This design comes from an exercise in tuning for small area and few clock cycles on the open sky130 flow, not from production work. At most, simulation tests tie the RTL to the original design; equivalence was not proved. Power figures rest on the tool's default switching activity, not on a simulated workload.

==> v30 <==
Design jtag_acc, start of the top module:
module jtag_acc (
    input  wire        clk,
    input  wire        rst,
    input  wire        cmd_valid,
    output wire        cmd_ready,
    input  wire [31:0] cmd_word,
    output wire        rsp_valid,
    output wire [2:0]  rsp_status,
    output wire        tx_valid,
    input  wire        tx_ready,
    output wire [7:0]  tx_data,
    input  wire        rx_valid,
    output wire        rx_ready,
    input  wire [7:0]  rx_data,
    input  wire        link_err,
    output wire        busy,
    output reg         err,
    output reg  [1:0]  err_kind,
    output reg         sess_open,
    output wire [31:0] nbits,
    output reg         diag_valid,
    output reg  [5:0]  diag_index,
    output reg  [7:0]  diag_obs,
    output reg  [7:0]  diag_mask,
    output reg  [7:0]  diag_exp
);
    localparam CAP_BYTES = 32;
    localparam CAP_BITS  = 8 * CAP_BYTES;
    localparam [2:0] ST_OK      = 3'd0;
    localparam [2:0] ST_ALREADY = 3'd1;
    localparam [2:0] ST_VMIS    = 3'd2;
    localparam [2:0] ST_CONN    = 3'd3;
    localparam [2:0] ST_ILLEGAL = 3'd4;
    localparam [2:0] ST_NOSESS  = 3'd5;
    localparam [1:0] EK_NONE = 2'd0;
    localparam [1:0] EK_VMIS = 2'd1;
    localparam [1:0] EK_CONN = 2'd2;
    localparam [3:0] OP_SETUP    = 4'h1;
    localparam [3:0] OP_RECORD   = 4'h2;
    localparam [3:0] OP_WAIT     = 4'h3;
    localparam [3:0] OP_FLUSH    = 4'h4;
    localparam [3:0] OP_SHUTDOWN = 4'h5;
    localparam [2:0] P_IDLE = 3'd0;
    localparam [2:0] P_RSP  = 3'd1;    
    localparam [2:0] P_WAIT = 3'd2;    
    localparam [2:0] P_HDR  = 3'd3;    
    localparam [2:0] P_TMS  = 3'd4;
    localparam [2:0] P_TDI  = 3'd5;
    localparam [2:0] P_RX   = 3'd6;
    localparam [2:0] P_TXE  = 3'd7;    
    reg [CAP_BITS-1:0] rg_tms;      
    reg [CAP_BITS-1:0] rg_tdi;
    reg [CAP_BITS-1:0] rg_exp;
    reg [CAP_BITS-1:0] rg_mask;
    reg [4:0]  rot;                 
    reg [7:0]  s_tms, s_tdi, s_exp, s_mask;    
    reg        pv;      
    reg        f_act;                           
    reg [2:0]  f_cnt;
    reg [4:0]  f_lo;    
    reg [2:0]  ph;
    reg [8:0]  n;           
    reg [4:0]  idx;         
  ...
==> flow/config.mk <==
export PLATFORM = sky130hd
export DESIGN_NAME = jtag_acc
export DESIGN_NICKNAME = jtag_acc
export VERILOG_FILES = /design/flow/design.v
export SDC_FILE = /design/flow/constraint.sdc
export NUM_CORES = 4
export LEC_CHECK = 0
export CAP_MARGIN = 20
export CORE_MARGIN = 2
export CORE_UTILIZATION = 40
export SLEW_MARGIN = 20
==> flow/constraint.sdc <==
create_clock -name core_clock -period 10.0 [get_ports {clk}]
set_input_delay 2.0000 -clock core_clock [delete_from_list [all_inputs] [get_ports {clk}]]
set_output_delay 2.0000 -clock core_clock [all_outputs]
set_load 0.01 [all_outputs]
standard.sh (not shown) runs the stock make flow with config.mk's settings and CLKGATE_MAP_FILE= SYNTH_SCRIPT=/design/flow/synth_recipe.tcl, a recipe that flattens the netlist after the stock synthesis.
==> flow/flow/run.sh <==
#!/bin/bash
export BUFFER_PORTS_ARGS="-buffer_cell sky130_fd_sc_hd__buf_1"
export CTS_ARGS="-sink_clustering_enable -repair_clock_nets -sink_clustering_size 16 -sink_clustering_max_diameter 60 -dont_use_dummy_load -buf_list sky130_fd_sc_hd__clkbuf_8"
bash standard.sh > standard.log 2>&1
==> v15 (differences from v30) <==
--- a/flow/design.v
+++ b/flow/design.v
@@ -53,21 +53,22 @@
     reg [CAP_BITS-1:0] rg_exp;
     reg [CAP_BITS-1:0] rg_mask;
     reg [4:0]  rot;                 
     reg [7:0]  s_tms, s_tdi, s_exp, s_mask;    
     reg        pv;      
     reg        f_act;                           
     reg [2:0]  f_cnt;
-    reg [4:0]  f_lo;    
+    reg [4:0]  f_lo;
+    reg [5:0]  f_hi;
+    reg        f_tms;
     reg [2:0]  ph;
     reg [8:0]  n;           
     reg [4:0]  idx;         
     reg [2:0]  status;
-    reg [15:0] wp;          
-    reg [8:0]  wl;
+    reg [24:0] we;          
     reg        wtms;
     reg        in_wait;     
     assign nbits = {23'd0, n};
     wire [3:0] op = cmd_word[31:28];
     reg        illegal;
     always @(*) begin
         case (op)
@@ -98,43 +99,43 @@
             if (s % 8 == 0 && im != 8'd0) begin
                 for (b = 0; b < 8; b = b + 1) begin
                     rg_tms[s*8+b]  <= im[b] ? s_tms[b]  : rg_tms[((s+1)%CAP_BYTES)*8+b];
                     rg_tdi[s*8+b]  <= im[b] ? s_tdi[b]  : rg_tdi[((s+1)%CAP_BYTES)*8+b];
                     rg_exp[s*8+b]  <= im[b] ? s_exp[b]  : rg_exp[((s+1)%CAP_BYTES)*8+b];
                     rg_mask[s*8+b] <= im[b] ? s_mask[b] : rg_mask[((s+1)%CAP_BYTES)*8+b];
                 end
-            end else if (s % 8 == 0 && f_act && arr >= f_lo) begin
-                rg_tms[s*8 +: 8]  <= {8{wtms}};
+            end else if (s % 8 == 0 && f_act && arr >= f_lo && {1'b0, arr} < f_hi) begin
+                rg_tms[s*8 +: 8]  <= {8{f_tms}};
                 rg_tdi[s*8 +: 8]  <= 8'd0;
                 rg_exp[s*8 +: 8]  <= 8'd0;
                 rg_mask[s*8 +: 8] <= 8'd0;
             end else begin
                 rg_tms[s*8 +: 8]  <= rg_tms[((s+1)%CAP_BYTES)*8 +: 8];
                 rg_tdi[s*8 +: 8]  <= rg_tdi[((s+1)%CAP_BYTES)*8 +: 8];
                 rg_exp[s*8 +: 8]  <= rg_exp[((s+1)%CAP_BYTES)*8 +: 8];
                 rg_mask[s*8 +: 8] <= rg_mask[((s+1)%CAP_BYTES)*8 +: 8];
             end
         end
         rot <= rst ? 5'd0 : rot + 5'd1;
     end
     wire       w_a    = (n[2:0] != 3'd0);
-    wire       e_far  = (wp != 16'd0) || wl[8];             
-    wire       e_here = !e_far && (wl[7:3] == n[7:3]);      
+    wire       e_far  = (we[24:8] != 17'd0);                
+    wire       e_here = !e_far && (we[7:3] == n[7:3]);      
     wire       w_b    = !w_a && !e_here;
     reg  [7:0] w_mask;
     integer j;
     always @(*) begin
         for (j = 0; j < 8; j = j + 1)
-            w_mask[j] = (j >= n[2:0]) && (!e_here || j < wl[2:0]);
+            w_mask[j] = (j >= n[2:0]) && (!e_here || j < we[2:0]);
     end
-    wire [5:0]  b_end   = e_far ? 6'd32 : {1'b0, wl[7:3]};
+    wire [5:0]  b_end   = e_far ? 6'd32 : {1'b0, we[7:3]};
     wire        w_stall = (pv && !pv_inj) || (w_b && f_act);
     wire [8:0]  w_n     = w_b ? {b_end, 3'd0}
-                        : e_here ? wl : {n[8:3] + 6'd1, 3'd0};
-    wire        w_done  = !e_far && (w_n == wl);
+                        : e_here ? we[8:0] : {n[8:3] + 6'd1, 3'd0};
+    wire        w_done  = !e_far && (w_n == we[8:0]);
     wire       in_w    = (ph == P_WAIT) && !w_b && !w_stall;
     wire       wr_en   = rec_go || in_w;
     wire [7:0] wr_bits = in_w ? w_mask : (8'd1 << n[2:0]);
     wire       d_tms   = in_w ? wtms : cmd_word[0];
     wire       d_tdi   = !in_w && cmd_word[1];
     wire       d_exp   = !in_w && cmd_word[3] && cmd_word[2];
     wire       d_mask  = !in_w && cmd_word[3];
@@ -145,37 +146,36 @@
             if (wr_en && wr_bits[i]) begin
                 s_tms[i]  <= d_tms;
                 s_tdi[i]  <= d_tdi;
                 s_exp[i]  <= d_exp;
                 s_mask[i] <= d_mask;
             end
     end
-    wire [5:0] last     = n[8:3] - {5'd0, (n[2:0] == 3'd0)};    
-    wire       at_last  = ({1'b0, idx} == last);
+    wire [8:0] nm1      = n - 9'd1;
+    wire       at_last  = (idx == nm1[7:3]);
     wire       from_s   = at_last && (n[2:0] != 3'd0);
     wire [7:0] tail     = (8'd1 << n[2:0]) - 8'd1;
     wire [4:0] rp       = idx - rot - ((ph == P_RX) ? 5'd3 : 5'd0);
     wire       r_ok     = from_s || (rp[1:0] == 2'd0);
-    wire [7:0] rsel     = from_s ? 8'd0 : (8'd1 << rp[4:2]);
-    wire [7:0] tail_s   = from_s ? tail : 8'd0;
+    wire [7:0] rsel     = 8'd1 << rp[4:2];
     reg  [7:0] q_tms, q_tdi, q_exp, q_mask;
     integer k;
     always @(*) begin
         q_tms = 8'd0; q_tdi = 8'd0; q_exp = 8'd0; q_mask = 8'd0;
         for (k = 0; k < 8; k = k + 1) begin
             q_tms  = q_tms  | (rg_tms[k*32 +: 8]  & {8{rsel[k]}});
             q_tdi  = q_tdi  | (rg_tdi[k*32 +: 8]  & {8{rsel[k]}});
             q_exp  = q_exp  | (rg_exp[(k*32+3*8) +: 8]  & {8{rsel[k]}});
             q_mask = q_mask | (rg_mask[(k*32+3*8) +: 8] & {8{rsel[k]}});
         end
     end
-    wire [7:0] r_tms = q_tms | (s_tms & tail_s);
-    wire [7:0] r_tdi = q_tdi | (s_tdi & tail_s);
-    wire [7:0] r_exp = q_exp | (s_exp & tail_s);
-    wire [7:0] r_mask = q_mask | (s_mask & tail_s);
+    wire [7:0] r_tms    = from_s ? (s_tms  & tail) : q_tms;
+    wire [7:0] r_tdi    = from_s ? (s_tdi  & tail) : q_tdi;
+    wire [7:0] r_exp    = from_s ? (s_exp  & tail) : q_exp;
+    wire [7:0] r_mask   = from_s ? (s_mask & tail) : q_mask;
     reg  [7:0] tx_r;
     reg        tx_v;
     reg  [7:0] hdr_byte;
     always @(*) begin
         case (idx[3:0])
             4'd1:    hdr_byte = 8'h68;   
             4'd2:    hdr_byte = 8'h69;   
@@ -186,15 +186,15 @@
             4'd7:    hdr_byte = {7'd0, n[8]};
             default: hdr_byte = 8'h00;
         endcase
     end
     wire       tx_free  = !tx_v || tx_ready;
     wire       ld_ok    = (ph == P_HDR) ? !((idx[3:0] == 4'd9) && pend) : r_ok;
     wire       tx_ld    = tx_free && ld_ok && ((ph == P_HDR) || (ph == P_TMS) || (ph == P_TDI));
-    wire [7:0] ld_byte  = (hdr_byte & {8{ph == P_HDR}}) | (r_tms & {8{ph == P_TMS}}) | (r_tdi & {8{ph == P_TDI}});
+    wire [7:0] ld_byte  = (ph == P_HDR) ? hdr_byte : (ph == P_TMS) ? r_tms : r_tdi;
     assign cmd_ready  = cmd_in;
     assign busy       = (ph != P_IDLE);
     assign rsp_valid  = (ph == P_RSP);
     assign rsp_status = status;
     assign tx_valid   = tx_v;
     assign tx_data    = tx_r;
     assign rx_ready   = (ph == P_RX) && r_ok;
@@ -268,16 +268,15 @@
                                 end
                             end
                             OP_WAIT: begin
                                 if (err) begin
                                     status <= (cmd_word[23:0] != 24'd0 || !n_zero) ? ST_ALREADY : ST_OK;
                                     ph     <= P_RSP;
                                 end else if (cmd_word[23:0] != 24'd0) begin
-                                    wp      <= cmd_word[23:8];
-                                    wl      <= {1'b0, n[7:0]} + {1'b0, cmd_word[7:0]};
+                                    we      <= {16'd0, n} + {1'b0, cmd_word[23:0]};
                                     wtms    <= cmd_word[24];
                                     in_wait <= 1'b1;
                                     ph      <= P_WAIT;
                                 end else if (n_zero) begin
                                     status <= ST_OK;
                                     ph     <= P_RSP;
                                 end else begin
@@ -304,14 +303,16 @@
                     idx <= 5'd0;
                     if (!w_stall) begin
                         n    <= w_n;
                         if (w_b) begin
                             f_act <= 1'b1;
                             f_cnt <= 3'd0;
                             f_lo  <= n[7:3];
+                            f_hi  <= b_end;
+                            f_tms <= wtms;
                         end
                         if (w_n[8]) begin
                             begin ph <= P_HDR; tx_r <= 8'h73; tx_v <= 1'b1; idx <= 5'd1; end                
                         end else if (w_done) begin
                             in_wait <= 1'b0;            
                             begin ph <= P_HDR; tx_r <= 8'h73; tx_v <= 1'b1; idx <= 5'd1; end
                         end
@@ -371,19 +372,16 @@
                                 err      <= 1'b1;
                                 err_kind <= EK_VMIS;
                                 status   <= ST_VMIS;
                                 ph       <= P_RSP;
                             end else begin
                                 n      <= 9'd0;
                                 status <= ST_OK;
-                                if (wl[8])
-                                    wl[8] <= 1'b0;
-                                else
-                                    wp <= wp - 16'd1;
-                                ph     <= (in_wait && !(wl[7:0] == 8'd0 && (wl[8] ? wp == 16'd0 : wp == 16'd1))) ? P_WAIT : P_RSP;
+                                we     <= {we[24:8] - 17'd1, we[7:0]};
+                                ph     <= (in_wait && we != 25'd256) ? P_WAIT : P_RSP;
                             end
                         end
                     end
                 end
                 default: ph <= P_IDLE;
             endcase
         end
==> flow/run.sh (new file) <==
#!/bin/bash
# synth_recipe.tcl (not shown) runs the flow's synth.tcl, then flattens the netlist and writes it again
# the make line also repeats each setting of config.mk as NAME=value (left out here)
make -C /OpenROAD-flow-scripts/flow DESIGN_CONFIG=/design/flow/config.mk WORK_HOME=/design/flow/orfs CLKGATE_MAP_FILE= SYNTH_SCRIPT=/design/flow/synth_recipe.tcl finish
CTS_CLUSTER_DIAMETER = 100   (was not set)
CTS_CLUSTER_SIZE = 22   (was not set)
removed: flow/flow/run.sh
removed: flow/standard.sh
==> impl_results.md <==
- Largest clock skew in the final design: between 0.02 and 0.025 ns
- Outcome: finished clean
- Endpoint of the most critical setup path: n[1]
- Final-layout fill cell count: around 8,000
- Slowest cell on crit path: sky130_fd_sc_hd__o41ai_4
- Switching power: approximately 1.7 mW
- Fraction of layout instances using a drive strength above 1: 6.59%
- Clk root buf: sky130_fd_sc_hd__clkbuf_16
That was v15.
==> impl_results.md <==
- Endpoint of the most critical setup path: wp[0]
- Fraction of layout instances using a drive strength above 1: 6.80%
- Final-layout fill cell count: a little under 8,000
- Outcome: finished clean
- Synth Cell Area: between 0.03 and 0.04 mm^2
- Clk root buf: sky130_fd_sc_hd__clkbuf_8
- Switching power: 1.55 mW
- Non-clock buffer count in the final layout: 152
- Largest clock skew in the final design: between 0.09 and 0.1 ns
That was v30.
Testbench counts of v30, summed over its fixed seeds: cycles 56,990.
No functional check of the RTL was part of v15.

==> port drivers added, routing unchanged <==
Ports are ideal in the flow. The routed layouts listed here were re-timed in OpenROAD.
Step 1 assumes that a clkbuf_16 drives the clock port and a buf_2 every other input.
Step 2 also shifts input and output timing later by t, the mid clock arrival at the registers, as if the neighbouring blocks saw the same clock.
a / b / c = no drivers / after step 1 / after step 2; a / b = the first two.
| run | shift t [ns] | setup slack, ns | worst setup path at the end | worst register clock-pin slew, ns | worst slew at a driven data input, ns |
|---|---|---|---|---|---|
| v30 | 0.753 | 2.117 / 2.117 / 2.117 | register to register | 0.11 / 0.11 | 0.11 |
| v15 | 0.729 | 2.612 / 2.612 / 2.612 | register to register | 0.10 / 0.10 | 0.05 |
After both steps setup and hold are still met in every run listed.
